Background: an optimization exercise with open tools, aiming at a short achievable clock period and few clock cycles. Do not read the settings as production practice. The RTL was checked by simulation tests, not by an equivalence proof against the original design. Power and IR drop assume default switching activity.

==> inputs of job 3182 <==
Design uc1609_framer, start of the top module:
module uc1609_framer (
    input  wire        clk,
    input  wire        rst,           
    input  wire        req_valid,
    input  wire [31:0] req_word,
    output wire        req_ready,
    output reg         sts_valid,
    output reg  [1:0]  sts_kind,      
    output reg  [3:0]  sts_code,      
    output wire [3:0]  fault_code,
    output wire [31:0] fault_req,
    output reg         fm_re,
    output reg  [16:0] fm_addr,
    input  wire [7:0]  fm_rdata,
    input  wire [16:0] fm_size,
    output reg         ev_valid,
    output reg  [2:0]  ev_type,
    output reg  [7:0]  ev_data,
    input  wire        ev_ready
);
    localparam [2:0] EV_TXN_BEGIN = 3'd0, EV_TXN_END = 3'd1,
                     EV_CS_ASSERT = 3'd2, EV_CS_DEASSERT = 3'd3,
                     EV_CD_COMMAND = 3'd4, EV_CD_DATA = 3'd5,
                     EV_BYTE = 3'd6, EV_RESET_PULSE = 3'd7;
    localparam [1:0] ST_DONE = 2'd0, ST_FAULT = 2'd1, ST_REJECTED = 2'd2;
    localparam [3:0] F_ILLEGAL_OP = 4'd1, F_RESERVED = 4'd2, F_VALUE_RANGE = 4'd3,
                     F_OVERLAP = 4'd4, F_ADDR_RANGE = 4'd5, F_NO_FONT = 4'd6,
                     F_FONT_OOB = 4'd7, F_GLYPH_WIDTH = 4'd8, F_CURSOR_OVF = 4'd9;
    localparam [7:0] OP_SENDCMD = 8'h01, OP_SETCUR = 8'h02, OP_CONTRAST = 8'h03,
                     OP_SCROLL = 8'h04, OP_ROTATE = 8'h05, OP_INVERT = 8'h06,
                     OP_ALLON = 8'h07, OP_DISPEN = 8'h08, OP_SYSRST = 8'h09,
                     OP_HWRST = 8'h0A, OP_INIT = 8'h0B, OP_PWRDN = 8'h0C,
  ...
==> flow/config.mk <==
export PLATFORM = sky130hd
export DESIGN_NAME = uc1609_framer
export DESIGN_NICKNAME = uc1609_framer
export VERILOG_FILES = /design/flow/design.v
export SDC_FILE = /design/flow/constraint.sdc
export NUM_CORES = 4
export LEC_CHECK = 0
export CAP_MARGIN = 20
export CORE_MARGIN = 2
export CORE_UTILIZATION = 65
export CTS_CLUSTER_DIAMETER = 200
export CTS_CLUSTER_SIZE = 20
export SLEW_MARGIN = 20
==> flow/constraint.sdc <==
create_clock -name core_clock -period 12.0 [get_ports {clk}]
set_input_delay 2.4000 -clock core_clock [delete_from_list [all_inputs] [get_ports {clk}]]
set_output_delay 2.4000 -clock core_clock [all_outputs]
set_load 0.01 [all_outputs]
standard.sh (not shown) runs the stock make flow with config.mk's settings and CLKGATE_MAP_FILE= SYNTH_SCRIPT=/design/flow/synth_recipe.tcl, a recipe that flattens the netlist after the stock synthesis.
==> flow/flow/run.sh <==
#!/bin/bash
set -euo pipefail
export BUFFER_PORTS_ARGS="-buffer_cell sky130_fd_sc_hd__buf_4"
bash standard.sh > standard_flow.log 2>&1
==> job 9376: changes against job 3182 <==
--- a/flow/design.v
+++ b/flow/design.v
@@ -123,13 +123,14 @@
     reg [16:0] fsm3_q;         
     reg        jv;
     reg        j_ev;           
     reg [1:0]  j_kind;
     reg [3:0]  j_code;
     reg        j_pulse, j_txn, j_cmds, j_clr, j_repos, j_glyph, j_bot, j_s2, j_aa;
-    reg [71:0] j_cq;
+    reg        j_init;
+    reg [7:0]  j_c0, j_c1;     
     reg [3:0]  j_ncmd;
     reg        j_n1;           
     reg [7:0]  j_rc;
     reg [2:0]  j_rr;
     reg [7:0]  j_gc;
     reg [2:0]  j_gr, j_gr1;
@@ -170,13 +171,14 @@
     reg [15:0] s3_bs;
     reg [15:0] s4_goff;
     reg [3:0]  s4_f;
     reg        s4_ev, s4_pulse, s4_txn, s4_cmds, s4_clr, s4_repos, s4_glyph, s4_bot;
     reg [7:0]  s4_rc, s4_gc;
     reg [2:0]  s4_rr, s4_gr, s4_gr1;
-    reg [71:0] s4_cq;
+    reg        s4_init;
+    reg [7:0]  s4_c0, s4_c1;
     reg [3:0]  s4_ncmd;
     reg        s4_n1;
     reg [15:0] s4_col;
     reg [2:0]  s4_row;
     reg        s4_crwe;
     reg [16:0] s5_gaddr;
@@ -187,27 +189,31 @@
     reg [7:0]  h_fw, h_ff, h_fl;
     reg [12:0] es;
     reg [4:0]  seg;            
     reg [2:0]  ph;
     reg [3:0]  fn;
     reg        fl;             
-    reg [71:0] cq;
+    reg [23:0] cq;             
+    reg [3:0]  ci;             
+    reg        e_init;
+    reg [7:0]  e_c0, e_c1;
+    reg [7:0]  fbr;            
     reg [7:0]  rcnt;
     reg        rl;             
     reg [2:0]  page;
     reg        e_txn, e_cmds, e_clr, e_repos, e_glyph, e_bot, e_s2, e_aa;
     reg [1:0]  e_kind;
     reg [3:0]  e_code;
     reg [7:0]  e_rc, e_gc;
     reg [2:0]  e_rr, e_gr, e_gr1;
     reg [2:0]  e_nds;
     reg        e_nds1;
     reg [7:0]  e_nslow;
     reg        e_nl1;          
-    reg [47:0] ds_te, ds_to, ds_be, ds_bo;
-    reg        dpar;           
+    reg [7:0]  nb;
+    reg [23:0] dsel;
     reg [39:0] gb;
     reg        pf_act;
     reg [2:0]  pf_iss, pf_got;
     reg        pf_bld;
     reg [16:0] pf_addr;
     reg [7:0]  sb;
@@ -236,21 +242,25 @@
         if (es[X_TB])               p_t = EV_TXN_BEGIN;
         if (es[X_CSA])              p_t = EV_CS_ASSERT;
         if (es[X_FR] && ph[0])      p_t = EV_CD_COMMAND;
         if (es[X_FR] && ph[2])      p_t = EV_CD_DATA;
         if (es[X_CSD])              p_t = EV_CS_DEASSERT;
         if (es[X_TE])               p_t = EV_TXN_END;
-        p_d = ({8{es[X_FR] & ph[1]}}            & cq[7:0]) |
-              ({8{es[X_RUN] & seg[Y_GTOP] & !dpar}} & ds_te[7:0]) |
-              ({8{es[X_RUN] & seg[Y_GTOP] &  dpar}} & ds_to[7:0]) |
-              ({8{es[X_RUN] & seg[4] & !dpar}}      & ds_be[7:0]) |
-              ({8{es[X_RUN] & seg[4] &  dpar}}      & ds_bo[7:0]) |
+        p_d = ({8{es[X_FR] & ph[1]}}            & fbr) |
+              ({8{es[X_RUN] & !seg[Y_CLR]}}     & nb) |
               ({8{es[X_SP]}}                    & sb);
     end
     wire p_push = p_has && go;
     wire [191:0] gbb = e_s2 ? build_buf(gb, e_aa) : {144'd0, gb, 8'h00};
+    reg  [7:0]   gnext;
+    integer gk;
+    always @(*) begin
+        gnext = 8'h00;
+        for (gk = 0; gk < 24; gk = gk + 1)
+            gnext = gnext | ({8{dsel[gk]}} & gbb[8*gk +: 8]);
+    end
     wire e_end  = go && p_last;
     wire e_load = jv && (es[X_IDLE] || e_end);
     wire e_slow_rd = es[X_SR];
     wire d_font_rd = !d_idle && dw_font && (fr_iss != 2'd3);
     wire d_rd_ok   = !pf_act && !e_slow_rd && d_font_rd;
     wire [16:0] font_rd_addr = {1'b0, fa, fb} + {15'd0, fr_iss != 2'd0, fr_iss == 2'd2};
@@ -428,97 +438,122 @@
     end
     wire       g_oob = fw_nz_q && (lim_neg_q || {1'b0, s4_goff} >= lim_q);
     wire [3:0] f5    = (s4_f == 4'd0 && s1_char && s1_prt && g_oob) ? F_FONT_OOB : s4_f;
     wire font_ok  = !dw_font || (fr_got == 2'd3);
     wire d_commit = d_s6 && (!jv || e_load) && font_ok;
     wire d_take   = wv_q && (d_idle || d_commit);
-    function [82:0] next_seg;
+    function [7:0] cmd_byte;
+        input [3:0] idx;
+        input       init;
+        input [7:0] c0, c1;
+        begin
+            if (init) begin
+                case (idx)
+                    4'd0:    cmd_byte = 8'h27;
+                    4'd1:    cmd_byte = 8'h8A;
+                    4'd2:    cmd_byte = 8'hA1;
+                    4'd3:    cmd_byte = 8'hEB;
+                    4'd4:    cmd_byte = 8'h2F;
+                    4'd5:    cmd_byte = 8'h81;
+                    4'd6:    cmd_byte = c0;
+                    4'd7:    cmd_byte = 8'hAF;
+                    default: cmd_byte = c1;
+                endcase
+            end else begin
+                cmd_byte = (idx == 4'd0) ? c0 : c1;
+            end
+        end
+    endfunction
+    function [34:0] next_seg;
         input [1:0]  lvl;
         input        cmds, clr, repos, glyph;
         input [3:0]  n;
         input        n1;
-        input [71:0] q;
+        input [23:0] q;
         input [7:0]  rc;
         input [2:0]  rr;
         input [7:0]  gc;
         input [2:0]  gr;
         begin
             if (lvl == 2'd0 && cmds)
                 next_seg = {1'b0, 5'b00001, n, n1, q};
             else if (lvl <= 2'd1 && clr)
-                next_seg = {1'b0, 5'b00010, 4'd3, 1'b0, 48'd0, cursor_bytes(8'd0, 3'd0)};
+                next_seg = {1'b0, 5'b00010, 4'd3, 1'b0, cursor_bytes(8'd0, 3'd0)};
             else if (lvl <= 2'd2 && repos)
-                next_seg = {1'b0, 5'b00100, 4'd3, 1'b0, 48'd0, cursor_bytes(rc, rr)};
+                next_seg = {1'b0, 5'b00100, 4'd3, 1'b0, cursor_bytes(rc, rr)};
             else if (glyph)
-                next_seg = {1'b0, 5'b01000, 4'd3, 1'b0, 48'd0, cursor_bytes(gc, gr)};
+                next_seg = {1'b0, 5'b01000, 4'd3, 1'b0, cursor_bytes(gc, gr)};
             else
                 next_seg = {1'b1, 5'b00001, 4'd3, 1'b0, q};
         end
     endfunction
     reg [12:0] es_n;
     reg [4:0]  seg_n;
     reg [2:0]  ph_n;
     reg [3:0]  fn_n;
     reg        fl_n;
-    reg [71:0] cq_n;
+    reg [23:0] cq_n;
+    reg [3:0]  ci_n;
     reg [7:0]  rcnt_n;
     reg        rl_n;
     reg [2:0]  page_n;
     reg [7:0]  nslow_n;
     reg        nl1_n;
-    reg [82:0] nx;
+    reg [34:0] nx;
     always @(*) begin
         es_n    = es;
         seg_n   = seg;
         ph_n    = ph;
         fn_n    = fn;
         fl_n    = fl;
         cq_n    = cq;
+        ci_n    = ci;
         rcnt_n  = rcnt;
         rl_n    = rl;
         page_n  = page;
         nslow_n = e_nslow;
         nl1_n   = e_nl1;
-        nx      = 83'd0;
+        nx      = 35'd0;
         if (p_push) begin
             es_n = 13'd0;
             if (es[X_PULSE]) begin
                 es_n[X_TB]   = e_txn;
                 es_n[X_IDLE] = !e_txn;
             end
             if (es[X_TB])  es_n[X_CSA] = 1'b1;
             if (es[X_CSA]) begin
                 nx = next_seg(2'd0, e_cmds, e_clr, e_repos, e_glyph, fn, fl, cq, e_rc, e_rr, e_gc, e_gr);
-                es_n[X_CSD] = nx[82];
-                es_n[X_FR]  = !nx[82];
-                seg_n  = nx[81:77];
-                fn_n   = nx[76:73];
-                fl_n   = nx[72];
-                cq_n   = nx[71:0];
+                es_n[X_CSD] = nx[34];
+                es_n[X_FR]  = !nx[34];
+                seg_n  = nx[33:29];
+                fn_n   = nx[28:25];
+                fl_n   = nx[24];
+                cq_n   = nx[23:0];
                 ph_n   = 3'b001;
                 page_n = 3'd0;
             end
             if (es[X_FR]) begin
                 es_n[X_FR] = 1'b1;
                 ph_n = {ph[1:0], ph[2]};
                 if (ph[2]) begin
-                    cq_n = {8'h00, cq[71:8]};
+                    cq_n = {8'h00, cq[23:8]};
+                    ci_n = ci + 4'd1;
                     fn_n = fn - 4'd1;
                     fl_n = (fn == 4'd2);
                     if (fl) begin
                         if (seg[Y_CMDS] || seg[Y_REPOS]) begin
                             if (seg[Y_CMDS])
                                 nx = next_seg(2'd1, e_cmds, e_clr, e_repos, e_glyph, fn, fl, cq, e_rc, e_rr, e_gc, e_gr);
                             else
                                 nx = next_seg(2'd3, e_cmds, e_clr, e_repos, e_glyph, fn, fl, cq, e_rc, e_rr, e_gc, e_gr);
-                            es_n[X_FR]  = !nx[82];
-                            es_n[X_CSD] = nx[82];
-                            seg_n = nx[81:77];
-                            fn_n  = nx[76:73];
-                            fl_n  = nx[72];
-                            cq_n  = nx[71:0];
+                            es_n[X_FR]  = !nx[34];
+                            es_n[X_CSD] = nx[34];
+                            seg_n = nx[33:29];
+                            fn_n  = nx[28:25];
+                            fl_n  = nx[24];
+                            cq_n  = nx[23:0];
                         end else begin
                             es_n[X_FR]  = 1'b0;
                             es_n[X_RUN] = 1'b1;
                             if (seg[Y_CLR]) begin
                                 rcnt_n = 8'd192;
                                 rl_n   = 1'b0;
@@ -539,28 +574,28 @@
                 rl_n   = (rcnt == 8'd2);
                 if (rl) begin
                     es_n[X_RUN] = 1'b0;
                     if (seg[Y_CLR]) begin
                         if (page != 3'd7) begin
                             page_n = page + 3'd1;
-                            cq_n   = {48'd0, cursor_bytes(8'd0, page + 3'd1)};
+                            cq_n   = cursor_bytes(8'd0, page + 3'd1);
                             fn_n   = 4'd3;
                             fl_n   = 1'b0;
                             es_n[X_FR] = 1'b1;
                         end else begin
                             nx = next_seg(2'd2, e_cmds, e_clr, e_repos, e_glyph, fn, fl, cq, e_rc, e_rr, e_gc, e_gr);
-                            es_n[X_FR]  = !nx[82];
-                            es_n[X_CSD] = nx[82];
-                            seg_n = nx[81:77];
-                            fn_n  = nx[76:73];
-                            fl_n  = nx[72];
-                            cq_n  = nx[71:0];
+                            es_n[X_FR]  = !nx[34];
+                            es_n[X_CSD] = nx[34];
+                            seg_n = nx[33:29];
+                            fn_n  = nx[28:25];
+                            fl_n  = nx[24];
+                            cq_n  = nx[23:0];
                         end
                     end else if (seg[Y_GTOP] && e_s2 && e_bot) begin
                         seg_n = 5'b10000;
-                        cq_n  = {48'd0, cursor_bytes(e_gc, e_gr1)};
+                        cq_n  = cursor_bytes(e_gc, e_gr1);
                         fn_n  = 4'd3;
                         fl_n  = 1'b0;
                         es_n[X_FR] = 1'b1;
                     end else if (seg[Y_GTOP] && !e_s2 && e_nslow != 8'd0) begin
                         es_n[X_SR] = 1'b1;
                     end else begin
@@ -582,13 +617,13 @@
         if (es[X_SW2]) es_n = 13'd1 << X_SP;
         if (e_load) begin
             es_n = 13'd0;
             es_n[X_STS]   = !j_ev;
             es_n[X_PULSE] = j_ev && j_pulse;
             es_n[X_TB]    = j_ev && !j_pulse;
-            cq_n    = j_cq;
+            ci_n    = 4'd0;
             fn_n    = j_ncmd;
             fl_n    = j_n1;
             nslow_n = j_nslow;
             nl1_n   = j_nslow1;
         end
     end
@@ -788,15 +823,15 @@
         s4_gc    <= jb_gc;
         s4_gr    <= jb_gr;
         s4_gr1   <= jb_gr + 3'd1;
         s4_col   <= jb_col;
         s4_row   <= jb_row;
         s4_crwe  <= jb_crwe;
-        s4_cq    <= s1_init ? {8'hC0 | orient_q, 8'hAF, contrast_q, 8'h81,
-                               8'h2F, 8'hEB, 8'hA1, 8'h8A, 8'h27} :
-                    s1_contrast ? {56'd0, fa, 8'h81} : {64'd0, s1_cmdb};
+        s4_init  <= s1_init;
+        s4_c0    <= s1_init ? contrast_q : s1_contrast ? 8'h81 : s1_cmdb;
+        s4_c1    <= s1_init ? (8'hC0 | orient_q) : fa;
         s4_ncmd  <= s1_init ? 4'd9 : s1_contrast ? 4'd2 : 4'd1;
         s4_n1    <= !s1_init && !s1_contrast;
         s5_gaddr <= {1'b0, s4_goff} + b4_q;
         s5_ok    <= !s1_rej && (f5 == 4'd0);
         s5_fs    <= !s1_rej && (f5 != 4'd0);
         s5_kind  <= s1_rej ? ST_REJECTED : (f5 != 4'd0) ? ST_FAULT : ST_DONE;
@@ -826,13 +861,15 @@
             j_clr    <= s4_clr;
             j_repos  <= s4_repos;
             j_glyph  <= s5_ok && s4_glyph;
             j_bot    <= s4_bot;
             j_s2     <= scale2_q;
             j_aa     <= aa_q;
-            j_cq     <= s4_cq;
+            j_init   <= s4_init;
+            j_c0     <= s4_c0;
+            j_c1     <= s4_c1;
             j_ncmd   <= s4_ncmd;
             j_n1     <= s4_n1;
             j_rc     <= s4_rc;
             j_rr     <= s4_rr;
             j_gc     <= s4_gc;
             j_gr     <= s4_gr;
@@ -858,18 +895,23 @@
             e_rr    <= j_rr;
             e_gc    <= j_gc;
             e_gr    <= j_gr;
             e_gr1   <= j_gr1;
             e_nds   <= j_nds;
             e_nds1  <= j_nds1;
+            e_init  <= j_init;
+            e_c0    <= j_c0;
+            e_c1    <= j_c1;
         end
         seg     <= seg_n;
         ph      <= ph_n;
         fn      <= fn_n;
         fl      <= fl_n;
         cq      <= cq_n;
+        ci      <= ci_n;
+        fbr     <= seg[Y_CMDS] ? cmd_byte(ci, e_init, e_c0, e_c1) : cq[7:0];
         rcnt    <= rcnt_n;
         rl      <= rl_n;
         page    <= page_n;
         e_nslow <= nslow_n;
         e_nl1   <= nl1_n;
         if (e_load && j_glyph) begin
@@ -892,37 +934,18 @@
             fm_addr <= font_rd_addr;
         if (tag1_q == T_PF)
             gb <= {fm_rdata, gb[39:8]};
         if (tag1_q == T_SLOW)
             sb <= fm_rdata;
         if (pf_bld) begin
-            ds_te <= {gbb[8*10 +: 8], gbb[8*8 +: 8], gbb[8*6 +: 8],
-                      gbb[8*4 +: 8],  gbb[8*2 +: 8], gbb[8*0 +: 8]};
-            ds_to <= {gbb[8*11 +: 8], gbb[8*9 +: 8], gbb[8*7 +: 8],
-                      gbb[8*5 +: 8],  gbb[8*3 +: 8], gbb[8*1 +: 8]};
-        end else if (es[X_RUN] && seg[Y_GTOP] && go) begin
-            if (dpar)
-                ds_to <= {8'h00, ds_to[47:8]};
-            else
-                ds_te <= {8'h00, ds_te[47:8]};
-        end
-        if (pf_bld) begin
-            ds_be <= {gbb[8*22 +: 8], gbb[8*20 +: 8], gbb[8*18 +: 8],
-                      gbb[8*16 +: 8], gbb[8*14 +: 8], gbb[8*12 +: 8]};
-            ds_bo <= {gbb[8*23 +: 8], gbb[8*21 +: 8], gbb[8*19 +: 8],
-                      gbb[8*17 +: 8], gbb[8*15 +: 8], gbb[8*13 +: 8]};
-        end else if (es[X_RUN] && seg[4] && go) begin
-            if (dpar)
-                ds_bo <= {8'h00, ds_bo[47:8]};
-            else
-                ds_be <= {8'h00, ds_be[47:8]};
+            nb   <= gbb[7:0];
+            dsel <= 24'd2;
+        end else if (es[X_RUN] && !seg[Y_CLR] && go) begin
+            nb   <= gnext;
+            dsel <= {dsel[22:0], 1'b0};
         end
-        if (es[X_RUN] && go)
-            dpar <= !dpar;
-        if (es[X_FR])
-            dpar <= 1'b0;
         if (ev_take) begin
             ev_type <= src_t;
             ev_data <= src_d;
             o_last  <= src_last;
         end
         if (p_push) begin
==> flow/config.mk (replaced) <==
export PLATFORM = sky130hd
export DESIGN_NAME = uc1609_framer
export DESIGN_NICKNAME = uc1609_framer
export VERILOG_FILES = /design/flow/design.v
export SDC_FILE = /design/flow/constraint.sdc
export NUM_CORES = 4
export LEC_CHECK = 0
export CAP_MARGIN = 20
export CORE_MARGIN = 2
export CORE_UTILIZATION = 40
export SLEW_MARGIN = 20
==> qor summary <==
                                                            job 3182       job 9376
Multiplexer share of the synthesized area                     2.036%         2.237%
Area taken by flip-flops and latches                    0.03263 mm^2   0.02656 mm^2
Post-synthesis cell count                                       4878           4515
Critical Path AT                                             4.12 ns        4.05 ns
Worst path max stage delay                                   0.73 ns        0.59 ns
Highest clock frequency the design can meet                259.5 MHz      268.7 MHz
Layout cells sized above 1                                    7.709%         9.793%
Leakage component of the power                              22.34 nW       20.55 nW
Number of vias in the routed layout                            36960          33790
Largest net degree at the start of global routing                 78             75
Fill cell count                                                 6216          10940
Total power per unit cell area                         158.0 mW/mm^2  167.8 mW/mm^2
Avg Synthesized Cell Area                                 11.25 um^2     10.48 um^2
Worst max-slew margin expressed relative to the limit         25.56%         28.84%
Outcome                             no timing/DRC/antenna violations  no timing/DRC/antenna violations
Fraction of the cycle the final worst path needs              32.11%         31.01%
Clk pin slew, worst setup/hold paths                         0.08 ns        0.06 ns
Most frequent cell after synthesis                          edfxtp_1        dfxtp_1
Testbench counts of job 3182, summed over its fixed seeds: cycles 127,442.
Testbench counts of job 9376, summed over its fixed seeds: cycles 127,442.

-- what the ideal ports hide --
The flow's constraints put no driver on any port. The routed layouts listed below were extracted and timed again, unchanged, in two steps. Step 1 (the two cells are an assumption about what drives the block):
set clk [get_ports {clk}]
set_driving_cell -lib_cell sky130_fd_sc_hd__clkbuf_16 $clk
set_driving_cell -lib_cell sky130_fd_sc_hd__buf_2 [delete_from_list [all_inputs] $clk]
Step 2 also shifts input and output timing later by t, the mid clock arrival at the registers, as if the neighbouring blocks saw the same clock. a / b / c = ideal ports / drivers / drivers and shift; a / b = the first two.
run	shift t [ns]	slack for setup (ns)	slew at the worst register clock pin (ns)	worst slew at a driven data input, ns	cell pins on the clock port's net
job 3182	0.711	8.147 / 8.147 / 8.147	0.09 / 0.09	0.07	1
job 9376	0.761	8.279 / 8.279 / 8.279	0.07 / 0.07	0.08	1
After both steps setup and hold are still met in every run listed.
